This design comes from an exercise in tuning for small area, a short achievable clock period and few clock cycles per item on the open sky130 flow, not from production work.
Only simulation tests tie the RTL to the original design; equivalence was not proved.
No activity file was given, so power comes from the tool's default toggle rates.

<file path="design.v">
module csc_chroma (
    input  wire [7:0] u,
    input  wire [7:0] v,
    output wire [7:0] dr,
    output wire       pr,
    output wire [7:0] dg,
    output wire       pg,
    output wire [7:0] db,
    output wire       pb
);
    wire [12:0] c_t0;
    wire [8:0] c_t1;
    wire [12:0] c_3;
    wire [12:0] c_t3;
    wire [8:0] c_t4;
    wire [12:0] c_6;
    wire [17:0] c_t6;
    wire [12:0] c_t7;
    wire [15:0] c_t8;
    wire [11:0] c_t9;
    wire [1:0] c_t10;
    wire [1:0] c_t11;
    wire c_13;
    wire c_14;
    wire c_15;
    wire c_16;
    wire c_17;
    wire c_18;
    wire c_19;
    wire c_20;
    wire c_21;
    wire c_22;
    wire c_23;
    wire c_24;
    wire c_25;
    wire c_26;
    wire c_27;
    wire c_28;
    wire c_29;
    wire c_30;
    wire c_31;
    wire c_32;
    wire c_33;
    wire c_34;
    wire c_35;
    wire c_36;
    wire c_37;
    wire c_38;
    wire c_39;
    wire c_40;
    wire c_41;
    wire c_42;
    wire c_43;
    wire c_44;
    wire c_45;
    wire c_46;
    wire c_47;
    wire c_48;
    wire c_49;
    wire c_50;
    wire c_51;
    wire c_52;
    wire c_53;
    wire c_54;
    wire c_55;
    wire c_56;
    wire c_57;
    wire c_58;
    wire c_59;
    wire c_60;
    wire c_61;
    wire c_62;
    wire c_63;
    wire c_64;
    wire c_65;
    wire c_66;
    wire c_67;
    wire c_68;
    wire c_69;
    wire c_70;
    wire c_71;
    wire c_72;
    wire c_73;
    wire c_74;
    wire c_75;
    wire c_76;
    wire c_77;
    wire c_78;
    wire c_79;
    wire c_80;
    wire c_81;
    wire c_82;
    wire c_83;
    wire c_84;
    wire c_85;
    wire c_86;
    wire c_87;
    wire c_88;
    wire c_89;
    wire c_90;
    wire c_91;
    wire c_92;
    wire [17:0] c_93;
    assign c_t0[0] = 16'haad5 >> v[7:4];
    assign c_t0[1] = 16'h66cc >> v[7:4];
    assign c_t0[2] = 16'h1e3c >> v[7:4];
    assign c_t0[3] = 16'hfe03 >> v[7:4];
    assign c_t0[4] = 16'hfe00 >> v[7:4];
    assign c_t0[5] = 16'h54aa >> v[7:4];
    assign c_t0[6] = 16'h3266 >> v[7:4];
    assign c_t0[7] = 16'ha4b4 >> v[7:4];
    assign c_t0[8] = 16'h926d >> v[7:4];
    assign c_t0[9] = 16'h24b6 >> v[7:4];
    assign c_t0[10] = 16'h38c7 >> v[7:4];
    assign c_t0[11] = 16'hc0f8 >> v[7:4];
    assign c_t0[12] = 16'h00ff >> v[7:4];
    assign c_t1[0] = 16'h09de >> v[3:0];
    assign c_t1[1] = 16'h5554 >> v[3:0];
    assign c_t1[2] = 16'h3332 >> v[3:0];
    assign c_t1[3] = 16'ha5a4 >> v[3:0];
    assign c_t1[4] = 16'h6c92 >> v[3:0];
    assign c_t1[5] = 16'h4924 >> v[3:0];
    assign c_t1[6] = 16'h8e38 >> v[3:0];
    assign c_t1[7] = 16'h0fc0 >> v[3:0];
    assign c_t1[8] = 16'hf000 >> v[3:0];
    assign c_3 = {c_t0[12], c_t0[11], c_t0[10], c_t0[9], c_t0[8], c_t0[7], c_t0[6], c_t0[5], c_t0[4], c_t0[3], c_t0[2], c_t0[1], c_t0[0]} + {1'b0, 1'b0, 1'b0, 1'b0, c_t1[8], c_t1[7], c_t1[6], c_t1[5], c_t1[4], c_t1[3], c_t1[2], c_t1[1], c_t1[0]};
    assign c_t3[0] = 16'he86a >> u[7:4];
    assign c_t3[1] = 16'h3c52 >> u[7:4];
    assign c_t3[2] = 16'h5227 >> u[7:4];
    assign c_t3[3] = 16'h36ee >> u[7:4];
    assign c_t3[4] = 16'h0e1e >> u[7:4];
    assign c_t3[5] = 16'hfe01 >> u[7:4];
    assign c_t3[6] = 16'h54aa >> u[7:4];
    assign c_t3[7] = 16'h3266 >> u[7:4];
    assign c_t3[8] = 16'h0e1e >> u[7:4];
    assign c_t3[9] = 16'h54ab >> u[7:4];
    assign c_t3[10] = 16'h98cc >> u[7:4];
    assign c_t3[11] = 16'he0f0 >> u[7:4];
    assign c_t3[12] = 16'h00ff >> u[7:4];
    assign c_t4[0] = 16'he92e >> u[3:0];
    assign c_t4[1] = 16'hc2ba >> u[3:0];
    assign c_t4[2] = 16'hb774 >> u[3:0];
    assign c_t4[3] = 16'h9112 >> u[3:0];
    assign c_t4[4] = 16'h8f0e >> u[3:0];
    assign c_t4[5] = 16'h2a54 >> u[3:0];
    assign c_t4[6] = 16'h3398 >> u[3:0];
    assign c_t4[7] = 16'hc3e0 >> u[3:0];
    assign c_t4[8] = 16'hfc00 >> u[3:0];
    assign c_6 = {c_t3[12], c_t3[11], c_t3[10], c_t3[9], c_t3[8], c_t3[7], c_t3[6], c_t3[5], c_t3[4], c_t3[3], c_t3[2], c_t3[1], c_t3[0]} + {1'b0, 1'b0, 1'b0, 1'b0, c_t4[8], c_t4[7], c_t4[6], c_t4[5], c_t4[4], c_t4[3], c_t4[2], c_t4[1], c_t4[0]};
    assign c_t6[0] = 16'hfceb >> v[7:4];
    assign c_t6[1] = 16'habbe >> v[7:4];
    assign c_t6[2] = 16'hcccc >> v[7:4];
    assign c_t6[3] = 16'ha5a5 >> v[7:4];
    assign c_t6[4] = 16'h36c9 >> v[7:4];
    assign c_t6[5] = 16'h925b >> v[7:4];
    assign c_t6[6] = 16'hdb6d >> v[7:4];
    assign c_t6[7] = 16'hb6db >> v[7:4];
    assign c_t6[8] = 16'h71c7 >> v[7:4];
    assign c_t6[9] = 16'h5a95 >> v[7:4];
    assign c_t6[10] = 16'h6319 >> v[7:4];
    assign c_t6[11] = 16'hd6b4 >> v[7:4];
    assign c_t6[12] = 16'h9b26 >> v[7:4];
    assign c_t6[13] = 16'hb692 >> v[7:4];
    assign c_t6[14] = 16'h8e71 >> v[7:4];
    assign c_t6[15] = 16'h81f0 >> v[7:4];
    assign c_t6[16] = 16'h7ff0 >> v[7:4];
    assign c_t6[17] = 16'hfff0 >> v[7:4];
    assign c_t7[0] = 16'h46f9 >> v[3:0];
    assign c_t7[1] = 16'h2db4 >> v[3:0];
    assign c_t7[2] = 16'h4926 >> v[3:0];
    assign c_t7[3] = 16'h2492 >> v[3:0];
    assign c_t7[4] = 16'h1c71 >> v[3:0];
    assign c_t7[5] = 16'h56a5 >> v[3:0];
    assign c_t7[6] = 16'h6739 >> v[3:0];
    assign c_t7[7] = 16'h2d6b >> v[3:0];
    assign c_t7[8] = 16'h49b2 >> v[3:0];
    assign c_t7[9] = 16'h2496 >> v[3:0];
    assign c_t7[10] = 16'h1c71 >> v[3:0];
    assign c_t7[11] = 16'h03f0 >> v[3:0];
    assign c_t7[12] = 16'h000f >> v[3:0];
    assign c_t8[0] = 16'h17d0 >> u[7:4];
    assign c_t8[1] = 16'h42aa >> u[7:4];
    assign c_t8[2] = 16'h64cc >> u[7:4];
    assign c_t8[3] = 16'h78f0 >> u[7:4];
    assign c_t8[4] = 16'h2a55 >> u[7:4];
    assign c_t8[5] = 16'h19cc >> u[7:4];
    assign c_t8[6] = 16'h5296 >> u[7:4];
    assign c_t8[7] = 16'h6318 >> u[7:4];
    assign c_t8[8] = 16'h294a >> u[7:4];
    assign c_t8[9] = 16'h4d93 >> u[7:4];
    assign c_t8[10] = 16'h24b6 >> u[7:4];
    assign c_t8[11] = 16'h4924 >> u[7:4];
    assign c_t8[12] = 16'h2492 >> u[7:4];
    assign c_t8[13] = 16'h1c71 >> u[7:4];
    assign c_t8[14] = 16'h03f0 >> u[7:4];
    assign c_t8[15] = 16'h000f >> u[7:4];
    assign c_t9[0] = 16'h1425 >> u[3:0];
    assign c_t9[1] = 16'h731c >> u[3:0];
    assign c_t9[2] = 16'h5a56 >> u[3:0];
    assign c_t9[3] = 16'h6398 >> u[3:0];
    assign c_t9[4] = 16'h294a >> u[3:0];
    assign c_t9[5] = 16'h4d93 >> u[3:0];
    assign c_t9[6] = 16'h24b6 >> u[3:0];
    assign c_t9[7] = 16'h4924 >> u[3:0];
    assign c_t9[8] = 16'h2492 >> u[3:0];
    assign c_t9[9] = 16'h1c71 >> u[3:0];
    assign c_t9[10] = 16'h03f0 >> u[3:0];
    assign c_t9[11] = 16'h000f >> u[3:0];
    assign c_t10[0] = 256'h0e6c07ae872f1762026605ec002017ef4035842652a00656901106cc90271460 >> v;
    assign c_t10[1] = 256'hd191f8117890a891b891f813ff5f68003402735124536100644600026cc0e88c >> v;
    assign c_t11[0] = 256'h66e14682468042000180100100302002b23200126881909904c00c4c1c44ea04 >> u;
    assign c_t11[1] = 256'h991ab97da17f355ffe5fe7feffcf9fed004d9f6591760926ab3fa1b3a0bb051b >> u;
    assign c_13 = c_t6[0] ^ c_t7[0] ^ c_t8[0];
    assign c_14 = (c_t6[0] & c_t7[0]) | (c_t8[0] & (c_t6[0] ^ c_t7[0]));
    assign c_15 = c_t9[0] ^ c_t10[0] ^ c_t11[0];
    assign c_16 = (c_t9[0] & c_t10[0]) | (c_t11[0] & (c_t9[0] ^ c_t10[0]));
    assign c_17 = c_t6[1] ^ c_t7[1] ^ c_t8[1];
    assign c_18 = (c_t6[1] & c_t7[1]) | (c_t8[1] & (c_t6[1] ^ c_t7[1]));
    assign c_19 = c_t9[1] ^ c_t10[1] ^ c_t11[1];
    assign c_20 = (c_t9[1] & c_t10[1]) | (c_t11[1] & (c_t9[1] ^ c_t10[1]));
    assign c_21 = c_t6[2] ^ c_t7[2] ^ c_t8[2];
    assign c_22 = (c_t6[2] & c_t7[2]) | (c_t8[2] & (c_t6[2] ^ c_t7[2]));
    assign c_23 = c_t6[3] ^ c_t7[3] ^ c_t8[3];
    assign c_24 = (c_t6[3] & c_t7[3]) | (c_t8[3] & (c_t6[3] ^ c_t7[3]));
    assign c_25 = c_t6[4] ^ c_t7[4] ^ c_t8[4];
    assign c_26 = (c_t6[4] & c_t7[4]) | (c_t8[4] & (c_t6[4] ^ c_t7[4]));
    assign c_27 = c_t6[5] ^ c_t7[5] ^ c_t8[5];
    assign c_28 = (c_t6[5] & c_t7[5]) | (c_t8[5] & (c_t6[5] ^ c_t7[5]));
    assign c_29 = c_t6[6] ^ c_t7[6] ^ c_t8[6];
    assign c_30 = (c_t6[6] & c_t7[6]) | (c_t8[6] & (c_t6[6] ^ c_t7[6]));
    assign c_31 = c_t6[7] ^ c_t7[7] ^ c_t8[7];
    assign c_32 = (c_t6[7] & c_t7[7]) | (c_t8[7] & (c_t6[7] ^ c_t7[7]));
    assign c_33 = c_t6[8] ^ c_t7[8] ^ c_t8[8];
    assign c_34 = (c_t6[8] & c_t7[8]) | (c_t8[8] & (c_t6[8] ^ c_t7[8]));
    assign c_35 = c_t6[9] ^ c_t7[9] ^ c_t8[9];
    assign c_36 = (c_t6[9] & c_t7[9]) | (c_t8[9] & (c_t6[9] ^ c_t7[9]));
    assign c_37 = c_t6[10] ^ c_t7[10] ^ c_t8[10];
    assign c_38 = (c_t6[10] & c_t7[10]) | (c_t8[10] & (c_t6[10] ^ c_t7[10]));
    assign c_39 = c_t6[11] ^ c_t7[11] ^ c_t8[11];
    assign c_40 = (c_t6[11] & c_t7[11]) | (c_t8[11] & (c_t6[11] ^ c_t7[11]));
    assign c_41 = c_t6[12] ^ c_t7[12] ^ c_t8[12];
    assign c_42 = (c_t6[12] & c_t7[12]) | (c_t8[12] & (c_t6[12] ^ c_t7[12]));
    assign c_43 = c_14 ^ c_16 ^ c_17;
    assign c_44 = (c_14 & c_16) | (c_17 & (c_14 ^ c_16));
    assign c_45 = c_18 ^ c_20 ^ c_21;
    assign c_46 = (c_18 & c_20) | (c_21 & (c_18 ^ c_20));
    assign c_47 = c_22 ^ c_23 ^ c_t9[3];
    assign c_48 = (c_22 & c_23) | (c_t9[3] & (c_22 ^ c_23));
    assign c_49 = c_24 ^ c_25 ^ c_t9[4];
    assign c_50 = (c_24 & c_25) | (c_t9[4] & (c_24 ^ c_25));
    assign c_51 = c_26 ^ c_27 ^ c_t9[5];
    assign c_52 = (c_26 & c_27) | (c_t9[5] & (c_26 ^ c_27));
    assign c_53 = c_28 ^ c_29 ^ c_t9[6];
    assign c_54 = (c_28 & c_29) | (c_t9[6] & (c_28 ^ c_29));
    assign c_55 = c_30 ^ c_31 ^ c_t9[7];
    assign c_56 = (c_30 & c_31) | (c_t9[7] & (c_30 ^ c_31));
    assign c_57 = c_32 ^ c_33 ^ c_t9[8];
    assign c_58 = (c_32 & c_33) | (c_t9[8] & (c_32 ^ c_33));
    assign c_59 = c_34 ^ c_35 ^ c_t9[9];
    assign c_60 = (c_34 & c_35) | (c_t9[9] & (c_34 ^ c_35));
    assign c_61 = c_36 ^ c_37 ^ c_t9[10];
    assign c_62 = (c_36 & c_37) | (c_t9[10] & (c_36 ^ c_37));
    assign c_63 = c_38 ^ c_39 ^ c_t9[11];
    assign c_64 = (c_38 & c_39) | (c_t9[11] & (c_38 ^ c_39));
    assign c_65 = c_42 ^ c_t6[13] ^ c_t8[13];
    assign c_66 = (c_42 & c_t6[13]) | (c_t8[13] & (c_42 ^ c_t6[13]));
    assign c_67 = c_44 ^ c_45 ^ c_t9[2];
    assign c_68 = (c_44 & c_45) | (c_t9[2] & (c_44 ^ c_45));
    assign c_69 = c_64 ^ c_40 ^ c_41;
    assign c_70 = (c_64 & c_40) | (c_41 & (c_64 ^ c_40));
    assign c_71 = c_66 ^ c_t6[14] ^ c_t8[14];
    assign c_72 = (c_66 & c_t6[14]) | (c_t8[14] & (c_66 ^ c_t6[14]));
    assign c_73 = c_68 ^ c_46 ^ c_47;
    assign c_74 = (c_68 & c_46) | (c_47 & (c_68 ^ c_46));
    assign c_75 = c_72 ^ c_t6[15] ^ c_t8[15];
    assign c_76 = (c_72 & c_t6[15]) | (c_t8[15] & (c_72 ^ c_t6[15]));
    assign c_77 = c_74 ^ c_48 ^ c_49;
    assign c_78 = (c_74 & c_48) | (c_49 & (c_74 ^ c_48));
    assign c_79 = c_78 ^ c_50 ^ c_51;
    assign c_80 = (c_78 & c_50) | (c_51 & (c_78 ^ c_50));
    assign c_81 = c_80 ^ c_52 ^ c_53;
    assign c_82 = (c_80 & c_52) | (c_53 & (c_80 ^ c_52));
    assign c_83 = c_82 ^ c_54 ^ c_55;
    assign c_84 = (c_82 & c_54) | (c_55 & (c_82 ^ c_54));
    assign c_85 = c_84 ^ c_56 ^ c_57;
    assign c_86 = (c_84 & c_56) | (c_57 & (c_84 ^ c_56));
    assign c_87 = c_86 ^ c_58 ^ c_59;
    assign c_88 = (c_86 & c_58) | (c_59 & (c_86 ^ c_58));
    assign c_89 = c_88 ^ c_60 ^ c_61;
    assign c_90 = (c_88 & c_60) | (c_61 & (c_88 ^ c_60));
    assign c_91 = c_90 ^ c_62 ^ c_63;
    assign c_92 = (c_90 & c_62) | (c_63 & (c_90 ^ c_62));
    assign c_93 = {c_t6[17], c_76, c_75, c_71, c_70, c_92, c_91, c_89, c_87, c_85, c_83, c_81, c_79, c_77, c_73, c_67, c_43, c_13} + {1'b0, c_t6[16], 1'b0, 1'b0, c_65, c_69, 1'b0, 1'b0, 1'b0, 1'b0, 1'b0, 1'b0, 1'b0, 1'b0, 1'b0, 1'b0, c_19, c_15};
    assign dr = {c_3[11], c_3[10], c_3[9], c_3[8], c_3[7], c_3[6], c_3[5], c_3[4]};
    assign pr = ~c_3[12];
    assign dg = {c_93[16], c_93[15], c_93[14], c_93[13], c_93[12], c_93[11], c_93[10], c_93[9]};
    assign pg = ~c_93[17];
    assign db = {c_6[11], c_6[10], c_6[9], c_6[8], c_6[7], c_6[6], c_6[5], c_6[4]};
    assign pb = ~c_6[12];
endmodule
module csc_chan (
    input  wire [7:0] y,
    input  wire [7:0] d,
    input  wire       p,
    output wire [7:0] q
);
    wire [8:0] c;
    wire [7:0] s;
    assign c[0] = 1'b0;
    genvar i;
    generate
        for (i = 0; i < 8; i = i + 1) begin : g_bit
            assign s[i]   = y[i] ^ d[i] ^ c[i];
            assign c[i+1] = (y[i] & d[i]) | (c[i] & (y[i] ^ d[i]));
            assign q[i]   = (s[i] & c[8]) | (s[i] & p) | (c[8] & p);
        end
    endgenerate
endmodule
module yuv420_block_csc (
    input  wire        clk,
    input  wire        rst,         
    input  wire        in_valid,
    output wire        in_ready,
    input  wire [31:0] in_y,        
    input  wire [7:0]  in_u,
    input  wire [7:0]  in_v,
    output wire        out_valid,
    input  wire        out_ready,
    output wire [95:0] out_rgb      
);
    reg        rdy;                 
    reg        a_valid;
    reg [31:0] a_y;
    reg [7:0]  a_u, a_v;
    reg        s_valid;
    reg [31:0] s_y;
    reg [7:0]  s_u, s_v;
    reg        p_valid;
    reg [31:0] p_y;
    reg [7:0]  p_dr, p_dg, p_db;    
    reg        p_pr, p_pg, p_pb;    
    reg        b_valid;
    reg [95:0] b_rgb;
    wire b_en = !b_valid || out_ready;
    wire p_en = !p_valid || b_en;
    wire a_en = !a_valid || p_en;
    wire acc  = in_valid && rdy;
    assign in_ready  = rdy;
    assign out_valid = b_valid;
    assign out_rgb   = b_rgb;
    wire s_valid_n = s_valid ? !a_en : (acc && !a_en);
    always @(posedge clk) begin
        if (!s_valid) begin
            s_y <= in_y;
            s_u <= in_u;
            s_v <= in_v;
        end
        if (a_en) begin
            if (s_valid) begin
                a_y <= s_y;
                a_u <= s_u;
                a_v <= s_v;
            end else begin
                a_y <= in_y;
                a_u <= in_u;
                a_v <= in_v;
            end
        end
    end
    always @(posedge clk) begin
        if (rst) begin
            rdy     <= 1'b1;
            s_valid <= 1'b0;
            a_valid <= 1'b0;
            p_valid <= 1'b0;
            b_valid <= 1'b0;
        end else begin
            rdy     <= !s_valid_n;
            s_valid <= s_valid_n;
            if (a_en) a_valid <= s_valid || acc;
            if (p_en) p_valid <= a_valid;
            if (b_en) b_valid <= p_valid;
        end
    end
    wire [7:0] dr, dg, db;
    wire       pr, pg, pb;
    csc_chroma u_chroma (
        .u(a_u), .v(a_v),
        .dr(dr), .pr(pr), .dg(dg), .pg(pg), .db(db), .pb(pb)
    );
    always @(posedge clk) begin
        if (p_en) begin
            p_y  <= a_y;
            p_dr <= dr;
            p_dg <= dg;
            p_db <= db;
            p_pr <= pr;
            p_pg <= pg;
            p_pb <= pb;
        end
    end
    wire [95:0] rgb;
    genvar k;
    generate
        for (k = 0; k < 4; k = k + 1) begin : g_pix
            csc_chan u_r (.y(p_y[8*k +: 8]), .d(p_dr), .p(p_pr), .q(rgb[24*k + 16 +: 8]));
            csc_chan u_g (.y(p_y[8*k +: 8]), .d(p_dg), .p(p_pg), .q(rgb[24*k + 8  +: 8]));
            csc_chan u_b (.y(p_y[8*k +: 8]), .d(p_db), .p(p_pb), .q(rgb[24*k      +: 8]));
        end
    endgenerate
    always @(posedge clk) begin
        if (b_en)
            b_rgb <= rgb;
    end
endmodule
</file>
<file path="run.sh">
#!/bin/bash
# synth_recipe.tcl (not shown) runs the flow's synth.tcl, then flattens the netlist and writes it again
# the make line also repeats each setting of config.mk as NAME=value (left out here)
make -C /OpenROAD-flow-scripts/flow DESIGN_CONFIG=/design/flow/config.mk WORK_HOME=/design/flow/orfs CLKGATE_MAP_FILE= SYNTH_SCRIPT=/design/flow/synth_recipe.tcl finish
</file>
<file path="config.mk">
export PLATFORM = sky130hd
export DESIGN_NAME = yuv420_block_csc
export DESIGN_NICKNAME = yuv420_block_csc
export VERILOG_FILES = /design/flow/design.v
export SDC_FILE = /design/flow/constraint.sdc
export NUM_CORES = 4
export LEC_CHECK = 0
export CAP_MARGIN = 20
export CORE_MARGIN = 2
export CORE_UTILIZATION = 40
export SLEW_MARGIN = 20
</file>
<file path="constraint.sdc">
create_clock -name core_clock -period 22.0 [get_ports {clk}]
set_input_delay 4.4000 -clock core_clock [delete_from_list [all_inputs] [get_ports {clk}]]
set_output_delay 4.4000 -clock core_clock [all_outputs]
set_load 0.01 [all_outputs]
</file>
==> notes.md <==
Cells and area:
- The fraction of layout instances using a drive strength above 1 is 0.0832.
- The number of antenna repair diodes is 0.
- From synthesis to final layout, the design area changed by 16.8%.
- The final net count is about 1900.

Worst setup path:
- Of all nets on the critical path, the largest fanout is 14.
- The most critical setup path has its endpoint at p_pg.
- STA classifies the critical path startpoint as a flip-flop.
- The kind of cell with the highest combined delay along the critical path is adder cells.
- The number of cell instances on the worst register-to-register path is 31.
- The logic depth of the worst setup path including buffers is 31.
- The worst path required time is between 20 and 25 ns.
- The origin of the worst setup path is a_u[1].
- In this run the critical register-to-register path is launched from a_u[1].
- The longest individual stage delay on the worst path is 0.69 ns.
- The most common cell type on the critical path is fa_1.
- The buffer and inverter count on the worst path is 6.
- The slowest stage cell on the critical path is edfxtp_1.
- The data arrival time of the critical path is 9.42 ns.
- In this run the critical register-to-register path is captured at p_pg.
- The reg-to-reg setup timing slack is 12.88 ns.
- The worst setup path is of the reg2reg kind.
- STA classifies the critical path endpoint as a flip-flop.

Clocking:
- Clock latency on the worst-skew pair, taken at its later pin, is 0.56 ns.
- The number of buffers on the longest clock path is 3.
- The CTS tree is yes.
- The number of buffers added to fix hold violations after cts is 0.
- In this run the number of H-tree levels came out at 1.
- Counting the buffers created by CTS gives 27.
- Clock-pin slew was measured on the worst setup and hold paths at 0.06 ns.
- The number of buffers added for setup after CTS is 0.
- After clock tree synthesis, the repair step resized 0 gates.
- CTS saw 256 sinks.
- The buffer cell driving the clock tree root is clkbuf_16.

Pwr:
- The net switching power is ~0.7 mW.
- The worst-case vdd ir drop is 68.3 µV.
- Of the total power, registers draw 0.363.
- The internal power summed over all cells is 1.37 mW.
- The share of power burned in the clock network is 0.217.
- The switching part of the total is 0.332.
- The leakage power summed over all cells is 7.81 nW.
- For this design the ratio of total power to cell area is 104 nW/µm².
- Of the total power, combinational logic draws 0.420.

Outcome:
- The run finished with no timing, DRC or antenna violations.

Die:
- The I/O pin count is 150.
- The die covers 43800 µm².
- The floorplan step set the die width to 209 µm.
- The initial core utilization is 0.404.
- Measured along the y axis, the die boundary spans 209 µm.
- The region available for standard cell placement spans 41800 µm².
- The number of cell rows is 75.

STA:
- Setup violations remaining at the end of the flow were counted as 0.
- Summed over all failing endpoints, the final setup total negative slack is 0 ns.
- Setup repair after global routing left no endpoint under its margin.
- The final count of hold timing violations was 0.
- Dividing the final minimum period by the clock period gives 0.415.
- The maximum frequency from static timing analysis is 110 MHz.
- The transition time of the tightest slew-check pin is 0.885 ns.
- Setup slack on the critical path of the routed design comes to about 13 ns.
- The number of pins exceeding their max-slew limit in the final report came to 0.
- The maximum clock skew at final layout is 0.00805 ns.
- Headroom to the max-slew limit came out at 0.410.
- The shortest period the worst path allows is 9.12 ns.

Synth:
- Of all flip-flops after synthesis, the portion carrying an async set or reset was 0.
- The fraction of synthesized cell area taken by the top area cell type is 0.361.
- The top cell type by total area after synthesis is edfxtp_1.
- Among all flip-flop cells after synthesis, the most frequent one is edfxtp_1.
- The number of cells produced by synthesis is 1507.
- The net count after synthesis is 1756.
- The number of distinct standard cells referenced by the synthesized netlist is 70.
- For this run, the number of Yosys warnings is 1.
- Averaged over all synthesized cells, the footprint is 11.2 µm².
- Yosys attributes the largest share of cell area to edfxtp_1 36%, fa_1 15%, dfxtp_1 6.3%.
- The mapped netlist covers 16900 µm².
- Yosys mapped a number of flops with a built-in enable equal to approximately 200.
- The sequential fraction of the synthesis area is 0.424.
- Counting flops and latches in the post-synthesis netlist gives 256.

GRT:
- Across every metal layer, demand over resource in global routing totals 0.191.
- The first global-routing pass estimated 64600 µm of wire.
- The number of global-route vias before repair is approximately 11000.
- For this run the aggregate overflow at the end of global routing stands at 0.
- Entering global routing, the biggest net connects 72 pins.
- The initial antenna violation count was 0.

Drt:
- The total number of vias is 11300.
- The per-cell via count in the routed design is 5.19.
- In the routed design, unresolved DRC markers number 0.
- For this block, the routed nets add up to 41500 µm of wire.
- For this run, the detailed router's first-pass iteration total came to 6.
- Once detail routing completed, the nets flagged for antenna violations numbered 0.
- The detail-routed net length per standard cell is 19.1 µm.
- For this block, the initial DRC count from the detailed router was between 800 and 900.

Job:
- The max-capacitance violation count is 0.

Placement:
- OpenSTA, run right after detailed placement, puts the worst setup slack at about 13 ns.
- The count of buffers added on input and output ports is 149.
- Routability-driven placement finished with a final weighted congestion of 0.892.
- The half-perimeter wire length after placement is around 32000 µm.

Worst hold path:
- The type of the most critical hold path is reg2reg.
[flip-flops by register name (all words and copies together), names as in the netlist]
| register | flops |
|---|---|
| p_dg | 8 |
| s_v | 8 |
| p_db | 8 |
| p_dr | 8 |
| p_valid | 1 |
| s_y | 32 |
| p_y | 32 |
| a_u | 8 |
| p_pg | 1 |
| a_y | 32 |
| p_pb | 1 |
| s_valid | 1 |
| rdy | 1 |
| p_pr | 1 |
| b_valid | 1 |
| s_u | 8 |
| a_valid | 1 |
| b_rgb | 96 |
| a_v | 8 |
[worst reg2reg max path: cells and delay by family (launching register included)]
family          cells  cell delay (ns)
fa+ha+maj          13             5.38
compound gates      6             0.87
flops               1             0.69
buf+inv             6             0.66
simple gates        4             0.63
mux                 1             0.48
xor+xnor            1             0.13
[logic make-up after synthesis]
family,Yosys count,share of synthesized area
mux,70,0.0504
fa+ha+maj,293,0.258
flops,256,0.424
buf+inv,290,0.0681
xor+xnor,29,0.0151
compound gates,298,0.109
simple gates,271,0.0746
[synth_stat cells, types with 5 or more instances]
library cell and n:
a211o_1 5, a211oi_1 18, a21o_1 7, a21oi_1 94, a31oi_1 14, buf_1 24, buf_2 15, clkbuf_1 45
dfxtp_1 53, edfxtp_1 203, fa_1 124, ha_1 73, inv_1 195, maj3_1 96, mux2_2 50, mux2i_1 13
mux4_2 7, nand2_1 92, nand2b_1 25, nand3_1 14, nand3b_1 5, nand4_1 6, nor2_1 78, nor2b_1 15
nor3_1 11, o211ai_1 12, o21a_1 6, o21ai_0 80, o311ai_0 6, o31ai_1 15, or2_2 5, xnor2_1 15
xor2_1 14
[power by group through the flow]
stage                     combinational [mW]  sequential, mW  clock (mW)
final                                  0.863           0.747       0.447
after global routing                   0.975           0.760       0.477
after CTS                              0.866           0.755       0.459
after detailed placement               0.862           0.764           0
after global placement                 0.844           0.763           0
after floorplan                        0.495           0.782           0
[per-layer routing]
metal / routed length [µm] / share of wire / vias to the layer above / GRT usage
li1: - / - / 5416 / -
met1: 18000 / 0.43 / 5497 / 0.250
met2: 20700 / 0.50 / 288 / 0.333
met3: 1720 / 0.041 / 67 / 0.0236
met4: 1200 / 0.029 / 0 / 0.0564
met5: 0 / 0 / - / 0
[metrics by stage]
stage / utilization / power, mW / hold WS, ns / instance area [µm²] / std cells
after detailed placement: 0.449 / 1.63 / 0.405 / 18800 / 2120
final: 0.472 / 2.06 / 0.418 / 19700 / 2173
after global placement: 0.449 / 1.61 / 0.401 / 18800 / 2120
after global routing: 0.472 / 2.21 / 0.429 / 19700 / 2173
after CTS: 0.470 / 2.08 / 0.420 / 19600 / 2170
after floorplan: - / 1.28 / 0.400 / 16900 / 1507
[how the worst min path moves through the flow]
stage	from	endpoint	slack [ns]	cells past startpoint
finish	a_y[31]	p_y[31]	0.42	0
floorplan	a_y[0]	p_y[0]	0.40	0
CTS	a_y[19]	p_y[19]	0.42	0
global route	a_y[4]	p_y[4]	0.43	0
detailed placement	a_y[28]	p_y[28]	0.40	0
global placement	a_y[23]	p_y[23]	0.40	0
[area by class of cell]
cell class / instances / area, µm²
fillers: 3850 / 22100
multi-input cells: 961 / 8570
flip-flops and latches: 256 / 7160
repair buffers: 168 / 1670
inverters: 199 / 751
clock buffers: 37 / 743
well taps: 539 / 674
clock inverters: 13 / 138
[cell usage in the layout, fill, tap and decap left out, types with 6 or more instances in the layout]
cell type        netlist  layout
o21a_1                 6       6
clkbuf_16              0      27
a211oi_1              18      18
nand2b_1              25      25
clkbuf_1              45       7
edfxtp_1             203     203
maj3_1                96      96
dfxtp_1               53      52
nor3_1                11      11
clkinv_2               0       6
nand4_1                6       6
o31ai_1               15      15
nor2_1                78      78
o311ai_0               6       6
buf_4                  2      16
nor2b_1               15      15
a21o_1                 7       7
clkdlybuf4s50_1        0     149
fa_1                 124     124
o21ai_0               80      80
mux2_2                50      50
mux2i_1               13      13
ha_1                  73      73
a21oi_1               94      94
xnor2_1               15      15
xor2_1                14      14
nand2_1               92      91
nand3_1               14      13
inv_1                195     194
a31oi_1               14      14
mux4_2                 7       7
o211ai_1              12      12
Testbench counts, summed over its fixed seeds: cycles 16,024, items 16,000.

==> re-timing with driven ports <==
In the flow no input, the clock included, has a driving cell. The finished layout below was timed again as built, in two steps.
Step 1 (the two cells are an assumption about what drives the block):
set clk [get_ports {clk}]
set_driving_cell -lib_cell sky130_fd_sc_hd__clkbuf_16 $clk
set_driving_cell -lib_cell sky130_fd_sc_hd__buf_2 [delete_from_list [all_inputs] $clk]
Step 2 adds t to the input delays and takes it off the output delays; t is the mean of the earliest and latest rising clock arrival at the registers after step 1. Input paths then give back, and output paths get back, about the clock's delay inside the block.
Slacks: no drivers / after step 1 / after step 2; pairs: no drivers / after step 1.
t, ns: 0.603
slack for setup (ns): 12.878 / 12.878 / 12.878
latest minus earliest clock arrival (ns): 0.009 / 0.009
After both steps setup and hold are still met in this run. For this run, drivers alone change the setup slack by 0.000 ns; drivers and shift together by 0.000 ns.
